This design comes from an exercise in tuning for small area and a short achievable clock period on the open sky130 flow, not from production work.
In this exercise RTL edits were held to simulation tests only and were not proved equivalent to the original.
The clock port is modelled as an ideal driver; clocking choices that lean on that would not hold on a real chip.
No activity file was given, so power comes from the tool's default toggle rates.

## oak
Design sce_top, start of the top module:
module sce_top (
    input  wire        clk,
    input  wire        rst,             
    input  wire        req_valid,
    output wire        req_ready,
    input  wire [2:0]  req_op,
    input  wire [31:0] req_reg,
    input  wire [31:0] req_value,
    input  wire [31:0] req_width,
    input  wire [31:0] req_height,
    input  wire [31:0] req_baud,
    input  wire [31:0] req_timeout,
    output reg         rsp_valid,
    output reg  [2:0]  rsp_status,
    output wire [7:0]  rsp_value,
    output wire [31:0] rsp_received,
    output wire [31:0] rsp_expected,
    input  wire        teardown,
    output reg         link_cmd_valid,
    output wire [2:0]  link_cmd,
    output wire [23:0] link_wdata,
    output wire [1:0]  link_wlen,
    output wire [31:0] link_rd_n,
    output reg  [31:0] link_baud,
    output reg  [31:0] link_timeout,
    input  wire        link_ans_valid,
    input  wire        link_ans_ok,
    input  wire        link_rx_valid,
    input  wire [7:0]  link_rx_data,
    output reg         pix_valid,
    output wire [23:0] pix_rgb,
    output wire        pix_eol,
    output wire        pix_eof
);
    localparam [2:0] ST_OK               = 3'd0;
    localparam [2:0] ST_CONNECTION_ERROR = 3'd1;
    localparam [2:0] ST_INVALID_ARGUMENT = 3'd2;
    localparam [2:0] ST_INCOMPLETE_FRAME = 3'd3;
    localparam [2:0] ST_IO_ERROR         = 3'd4;
    localparam [2:0] ST_RESPONSE_TIMEOUT = 3'd5;
    localparam [2:0] ST_INVALID_STATE    = 3'd6;
    localparam [2:0] ST_ABORTED          = 3'd7;
    localparam [2:0] S_OPEN_W  = 3'd0;    
    localparam [2:0] S_IDLE    = 3'd1;    
    localparam [2:0] S_FLUSH_W = 3'd2;    
    localparam [2:0] S_TX_W    = 3'd3;    
  ...
Settings: LEC_CHECK=0, CAP_MARGIN=20, CORE_MARGIN=2, CORE_UTILIZATION=25, PLACE_DENSITY=0.65, SLEW_MARGIN=20; clock period 12.0 ns.
standard.sh (not shown) runs the stock make flow with config.mk's settings and CLKGATE_MAP_FILE= SYNTH_SCRIPT=/design/flow/synth_recipe.tcl, a recipe that flattens the netlist after the stock synthesis.
==> flow/flow/run.sh <==
#!/bin/bash
# Own layout flow: the standard ORFS flow with
#  - synthesis exactly as standard.sh runs it, except that ABC maps the
#    combinational logic with an area-oriented script (flow/abc.script)
#    instead of ORFS's abc_speed.script; registers are untouched;
#  - port buffers and clock tree from small cells instead of the defaults
#    (delay buffers on every port, a clkbuf_16 tree with dummy loads); a
#    clock leaf buffer with a high slew is upsized after CTS (flow/post_cts.tcl);
#  - one tie cell for all constant outputs;
#  - timing repair aimed at a slack margin well above the 12 ns clock's needs.
set -euo pipefail
here=$(pwd)
rm -rf "$here/scripts_abc"
cp -r "$FLOW_HOME/scripts" "$here/scripts_abc"
cp "$here/flow/abc.script" "$here/scripts_abc/abc_speed.script"
bash standard.sh SCRIPTS_DIR="$here/scripts_abc" synth > flow_synth.log 2>&1
export BUFFER_PORTS_ARGS="-buffer_cell sky130_fd_sc_hd__buf_1"
export CTS_ARGS="-sink_clustering_enable -repair_clock_nets -dont_use_dummy_load -root_buf sky130_fd_sc_hd__clkbuf_8 -buf_list sky130_fd_sc_hd__clkbuf_4"
export SETUP_SLACK_MARGIN=6.9
export SKIP_REPAIR_TIE_FANOUT=1
export POST_CTS_TCL="$here/flow/post_cts.tcl"
bash standard.sh finish > flow_standard.log 2>&1
==> flow/flow/abc.script <==
strash
&get -n
&st
&syn4
&dch
&nf -R 1000
&put
topo
==> flow/flow/post_cts.tcl <==
estimate_parasitics -placement
set upsized 0
foreach inst [get_cells -filter "ref_name == sky130_fd_sc_hd__clkbuf_4"] {
  set o [get_pins -of_objects $inst -filter "direction == output"]
  set s [expr {max([get_property $o slew_max_rise], [get_property $o slew_max_fall])}]
  if {$s > 0.100} {
    replace_cell $inst sky130_fd_sc_hd__clkbuf_8
    incr upsized
  }
}
puts "post_cts: upsized $upsized clock buffers"
if {$upsized > 0} {
  detailed_placement
  estimate_parasitics -placement
}
## Diff of input files: pine against oak
- changing PLACE_DENSITY from 0.65 to 0.8
-- flow/flow/post_cts.tcl --
<<< oak, line 5
  set s [expr {max([get_property $o slew_max_rise], [get_property $o slew_max_fall])}]
  if {$s > 0.100} {
    replace_cell $inst sky130_fd_sc_hd__clkbuf_8
>>> pine, line 5
  set s [expr {max([get_property $o slew_max_rise], [get_property $o slew_max_fall])}]
  if {$s > 0.085} {
    replace_cell $inst sky130_fd_sc_hd__clkbuf_8
==> summary.txt <==
- | least setup slack across all paths after layout | oak vs pine | ≈ equal |
- Sort pine and oak by combinational group share of total power desc -> top: oak
- Looking at pine and oak, the share of layout cells above drive strength 1 is a wash.
- Comparing pine with oak, the fmax came out essentially unchanged.
- Against oak, total power in pine rose by a few percent.
- Between pine and oak, the sequential-cell power consumption does not differ in any meaningful way.
- | ratio of final minimum period to clock period | pine vs oak | ≈ equal |
[inputs] birch vs pine
==> flow/flow/abc.script <==
strash
&get -n
&st
&deepsyn -T 300
&dch
&nf -R 1000
&put
topo
-- flow/flow/post_cts.tcl --
<<< pine, line 5
  set s [expr {max([get_property $o slew_max_rise], [get_property $o slew_max_fall])}]
  if {$s > 0.085} {
    replace_cell $inst sky130_fd_sc_hd__clkbuf_8
>>> birch, line 5
  set s [expr {max([get_property $o slew_max_rise], [get_property $o slew_max_fall])}]
  if {$s > 0.100} {
    replace_cell $inst sky130_fd_sc_hd__clkbuf_8
==> summary.txt <==
Launching instance or port of the critical path: teardown -> pine, rem[0] -> birch
Looking at data arrival at the endpoint of the critical path, birch sits 0.46 ns above pine.
Vias after detailed routing for birch: 18 down relative to pine
Re setup slack: birch is 0.45 ns down on pine.
Clock network latency to the later pin of the worst-skew pair in birch is 0.02 ns lower than in pine

==> re-timing with driven ports <==
In the flow no input, the clock included, has a driving cell. The finished layouts below were timed again as built, in two steps. Step 1 (the two cells are an assumption about what drives the block):
set clk [get_ports {clk}]
set_driving_cell -lib_cell sky130_fd_sc_hd__clkbuf_16 $clk
set_driving_cell -lib_cell sky130_fd_sc_hd__buf_2 [delete_from_list [all_inputs] $clk]
Step 2 times the ports against the registers' clock, not the clock port: input delays grow and output delays shrink by t, the midpoint of the rising clock arrivals with the driver on. Slacks: ideal / step 1 / step 2; pairs: ideal / step 1.
run | t, ns | slack for setup (ns) | worst setup path at the end | worst data-port slew with drivers (ns) | pins driven straight from the clock port
oak | 0.431 | 6.884 / 6.845 / 6.845 | input to output | 0.10 | 1
pine | 0.440 | 6.886 / 6.843 / 6.841 | input to register | 0.11 | 1
birch | 0.432 | 6.434 / 6.392 / 6.824 | register to output | 0.11 | 1
After both steps setup and hold are still met in every run listed. For pine, which loses most, drivers alone change the setup slack by -0.043 ns; drivers and shift together by -0.045 ns.
